What follows belongs to an exercise in optimizing a design on an open flow for small area, a short achievable clock period and few clock cycles; a production flow would make more cautious choices. At most, simulation tests tie the RTL to the original design; equivalence was not proved. Power figures rest on the tool's default switching activity, not on a simulated workload.

==> flow/design.v (excerpt) <==
module video_entropy_coder (
    input  wire        clk,
    input  wire        rst,
    input  wire        cmd_valid,
    output wire        cmd_ready,
    input  wire [31:0] cmd,
    input  wire        coef_valid,
    output wire        coef_ready,
    input  wire [15:0] coef,
    output reg         tok_valid,
    output reg  [2:0]  tok_kind,
    output reg  [20:0] tok_val,
    output reg  [5:0]  tok_run,
    output reg  [3:0]  tok_len,
    output reg         tok_tab,
    output reg         diag_valid
);
Size in the first run: roughly 91 I/O pins, ~53,000 um2 of cells after synthesis.
Settings: LEC_CHECK=0, CAP_MARGIN=20, CORE_MARGIN=2, CORE_UTILIZATION=60, CTS_CLUSTER_DIAMETER=80, CTS_CLUSTER_SIZE=24, PLACE_DENSITY=0.75, SLEW_MARGIN=20; clock period 11.0 ns.
standard.sh (not shown) runs the stock make flow with config.mk's settings and CLKGATE_MAP_FILE= SYNTH_SCRIPT=/design/flow/synth_recipe.tcl, a recipe that flattens the netlist after the stock synthesis.
==> flow/flow/run.sh <==
#!/bin/bash
# The standard layout (the standard.sh: ORFS synthesis to final layout,
# unchanged), with the setup timing repair aimed below the design's clock
# period: repair_timing is asked for SETUP_SLACK_MARGIN ns of setup slack at
# the design's clock and constraints. The SDC is not changed.
set -o pipefail
export SETUP_SLACK_MARGIN=7.7
bash standard.sh > standard.log 2>&1
The baseline completed with no timing, DRC or antenna violations.
Testbench counts at the start, summed over its fixed seeds: cycles 99,164.
Rerun with:
Settings changed: CORE_UTILIZATION 60 to 55, CTS_CLUSTER_DIAMETER 80 to 70, CTS_CLUSTER_SIZE 24 to 32, PLACE_DENSITY 0.75 to 0.7.
What happened: First-iteration DRC count shrinks by 8.1%; synthesized area stays the same; clock skew grows by 0.0037 ns; core utilization shrinks by 5.3 points; cell count grows by 2.0%; flip-flop and latch count is unchanged; setup slack loses 0.024 ns; sequential power hardly moves; die area grows by 9.0%; maximum frequency shrinks by 0.71%.
Rerun with:
--- a/flow/flow/run.sh
+++ b/flow/flow/run.sh
@@ -6,3 +6,3 @@
 set -o pipefail
-export SETUP_SLACK_MARGIN=7.7
+export SETUP_SLACK_MARGIN=7.9
 bash standard.sh > standard.log 2>&1
Settings changed: CORE_UTILIZATION 55 to 65, CTS_CLUSTER_DIAMETER 70 to 80, CTS_CLUSTER_SIZE 32 to 24, PLACE_DENSITY 0.7 to 0.8.
- The changed run finished clean
- via count rises by 2.4%
- global-route usage climbs by 4.8 points
- cell area climbs by 0.56%
- routed wire length decreases by 2.7%
- power goes down by about 1.8%
- clock power is lower by about 14%
- fmax rose by 0.57%
- sequential power hardly moves
- clock-buffer cell count grows by 23

========
Another version of the RTL of video_entropy_coder (not shown whole).
For scale: ~5000 cells after synthesis, about 91 I/O pins, roughly 58000 µm² of cells after synthesis.
Settings: LEC_CHECK=0, CAP_MARGIN=20, CORE_MARGIN=2, CORE_UTILIZATION=40, PLACE_DENSITY=0.6, SLEW_MARGIN=20; clock period 11.0 ns.
==> flow/flow/run.sh <==
#!/bin/bash
# The standard layout (the standard.sh: ORFS synthesis to final layout,
# unchanged), with the setup timing repair aimed below the design's clock
# period: repair_timing is asked for SETUP_SLACK_MARGIN ns of setup slack at
# the design's clock and constraints. The SDC is not changed.
set -o pipefail
export SETUP_SLACK_MARGIN=7.2
bash standard.sh > standard.log 2>&1
The starting point went through all stages and came out clean.
Edit:
==> flow/run.sh (new file) <==
#!/bin/bash
# synth_recipe.tcl (not shown) runs the flow's synth.tcl, then flattens the netlist and writes it again
# the make line also repeats each setting of config.mk as NAME=value (left out here)
make -C /OpenROAD-flow-scripts/flow DESIGN_CONFIG=/design/flow/config.mk WORK_HOME=/design/flow/orfs CLKGATE_MAP_FILE= SYNTH_SCRIPT=/design/flow/synth_recipe.tcl finish
removed: flow/flow/run.sh
removed: flow/standard.sh
What happened: Combinational power barely changes; maximum frequency decreases by 21%; register-to-register slack loses 1000 ps; global-route usage is higher by 0.36 points; via count is about the same; cell count hardly moves; non-clock buffer count decreases by 3; sequential power rises by about 0.6%; hold slack barely changes.
No run of this note included a check of the RTL's function; only the layout flow was run.

========
## trial 82
Another version of the RTL of video_entropy_coder (not shown whole).
Size: roughly 4700 cells after synthesis, ~1200 flip-flops, about 91 I/O pins.
==> flow/config.mk <==
export PLATFORM = sky130hd
export DESIGN_NAME = video_entropy_coder
export DESIGN_NICKNAME = video_entropy_coder
export VERILOG_FILES = /design/flow/design.v
export SDC_FILE = /design/flow/constraint.sdc
export NUM_CORES = 4
export LEC_CHECK = 0
export CAP_MARGIN = 20
export CORE_MARGIN = 2
export CORE_UTILIZATION = 40
export CTS_BUF_LIST = sky130_fd_sc_hd__clkbuf_8
export PLACE_DENSITY = 0.6
export SLEW_MARGIN = 20
==> flow/constraint.sdc <==
create_clock -name core_clock -period 11.0 [get_ports {clk}]
set_input_delay 2.2000 -clock core_clock [delete_from_list [all_inputs] [get_ports {clk}]]
set_output_delay 2.2000 -clock core_clock [all_outputs]
set_load 0.01 [all_outputs]
==> flow/flow/run.sh <==
#!/bin/bash
# The standard layout (the standard.sh: ORFS synthesis to final layout,
# unchanged), with the setup timing repair aimed below the design's clock
# period: repair_timing is asked for SETUP_SLACK_MARGIN ns of setup slack at
# the design's clock and constraints. The SDC is not changed.
set -o pipefail
export SETUP_SLACK_MARGIN=7.5
bash standard.sh > standard.log 2>&1
Both conditions hold for trial 82: the flow ran to the end and the final layout passed the timing, design-rule and antenna checks.
Input-level comparison between build 96 and trial 82:
- CTS_BUF_LIST: sky130_fd_sc_hd__clkbuf_8 -> unset
- CTS_CLUSTER_SIZE: unset -> 24
- CTS_CLUSTER_DIAMETER: unset -> 80
==> notes.md <==
Between trial 82 and build 96, share of total power in combinational logic increased. Re final cell count: trial 82 and build 96 aren't equal, and the lower value belongs to build 96. Final design utilization for build 96 is lower than for trial 82. Build 96 against trial 82: count of clock-buffer cells in the layout shrank by about 60%, number of antenna violations at the first check in global routing shrank by 3. [compare] base=trial 82 new=build 96: area occupied by registers level; count of nets left with antenna violations after detail routing level; switching component of the power moved down. Diff trial 82 -> build 96: total routing usage reported by global routing shrank by 0.37 points; net total in the final layout shrank by 129; overall routed net length shrank by 2.7 mm.
No functional check of the RTL was part of any run of this note.

========
Setup of build 1:
RTL: one of the versions met above, not the one the previous note started from.
For scale: ~4700 cells after synthesis.
// video_entropy_coder
module video_entropy_coder (
    input  wire        clk,
    input  wire        rst,
    input  wire        cmd_valid,
    output wire        cmd_ready,
    input  wire [31:0] cmd,
    input  wire        coef_valid,
    output wire        coef_ready,
    input  wire [15:0] coef,
    output reg         tok_valid,
    output reg  [2:0]  tok_kind,
    output reg  [20:0] tok_val,
    output reg  [5:0]  tok_run,
    output reg  [3:0]  tok_len,
    output reg         tok_tab,
    output reg         diag_valid
);
Settings: LEC_CHECK=0, CAP_MARGIN=20, CORE_MARGIN=2, CORE_UTILIZATION=40, CTS_CLUSTER_DIAMETER=80, CTS_CLUSTER_SIZE=24, PLACE_DENSITY=0.6, SLEW_MARGIN=20; clock period 11.0 ns.
Scripts as last shown in full above: flow/flow/run.sh
Testbench counts of build 1, summed over its fixed seeds: cycles 99,164.
Setup changes, build 1 to build 62
Settings: putting TNS_END_PERCENT at 20 where nothing was set; swapping 40 for 55 in CORE_UTILIZATION; swapping 0.6 for 0.7 in PLACE_DENSITY.
-- flow/flow/run.sh --
<<< build 1, line 7
export SETUP_SLACK_MARGIN=7.5
>>> build 62, line 7
export SETUP_SLACK_MARGIN=7.65
==> comparison <==
- Of the two values seen for highest metal layer used by the detailed router, met4 was produced by build 1 and met5 by build 62.
- Diff build 1 -> build 62: share of the cycle needed by the critical path after routing shows no meaningful change; HPWL reported at the end of detailed placement shows a reduction of about 6%.
- Row total of clock buffers placed in the layout: build 62 higher / build 1 lower
- Compared with build 1, in build 62 setup slack at placement went up; global-route usage went up.
Changes in build 77 relative to build 62:
Settings: removing TNS_END_PERCENT (formerly 20).
-- flow/flow/run.sh --
<<< build 62, line 7
export SETUP_SLACK_MARGIN=7.65
>>> build 77, line 7
export SETUP_SLACK_MARGIN=7.7
Taking build 62 as the reference, in build 77 register-to-register slack has increased, setup slack has increased.
Comparing build 77 against build 62, there is no change at all in remaining design rule violation count.
Comparing build 77 with build 62, the count of final max-slew check failures came out essentially unchanged.
Post-synthesis net count: build 77 vs build 62, no meaningful difference
Synthesis-to-layout area growth (higher): build 77
Taking build 62 as the reference point, the overall track demand over capacity in global routing of build 77 rises by 0.21 points.

## afterwards: timing with drivers on the ports
The flow's constraints put no driver on any port. The routed layouts listed below were extracted and timed again, unchanged, in two steps.
Step 1: set_driving_cell puts a clkbuf_16 on clk and a buf_2 on each other input, an assumption about the parent block.
Step 2 times the ports against the registers' clock, not the clock port: input delays grow and output delays shrink by t, the midpoint of the rising clock arrivals with the driver on.
Three values: ideal ports, drivers, drivers and shift; two values: the first two.
| run | t (ns) | setup WS [ns] | hold WS [ns] | worst setup path at the end |
|---|---|---|---|---|
| the first run of note 1 | 0.736 | 7.609 / 7.543 / 7.101 | 0.332 / 0.332 / 0.332 | input to register |
| the second run of note 1 | 0.768 | 7.585 / 7.529 / 7.018 | 0.331 / 0.331 / 0.331 | input to register |
| the third run of note 1 | 0.762 | 7.604 / 7.535 / 6.992 | 0.329 / 0.329 / 0.329 | input to register |
| the first run of note 2 | 0.851 | 7.135 / 7.135 / 7.135 | 0.336 / 0.336 / 0.336 | register to register |
| the second run of note 2 | 0.863 | 6.126 / 6.126 / 6.126 | 0.339 / 0.339 / 0.339 | register to register |
| trial 82 | 0.955 | 7.459 / 7.386 / 7.244 | 0.343 / 0.343 / 0.343 | input to register |
| build 96 | 0.778 | 7.417 / 7.417 / 7.253 | 0.345 / 0.345 / 0.345 | input to register |
| build 1 | 0.798 | 7.517 / 7.464 / 6.950 | 0.332 / 0.332 / 0.332 | input to register |
| build 62 | 0.738 | 7.532 / 7.458 / 7.035 | 0.332 / 0.332 / 0.332 | input to register |
| build 77 | 0.752 | 7.626 / 7.550 / 7.030 | 0.331 / 0.331 / 0.331 | input to register |
After both steps setup and hold are still met in every run listed. The setup slack of the third run of note 1, which loses most, moves by -0.069 ns with the drivers and by -0.612 ns with both steps.
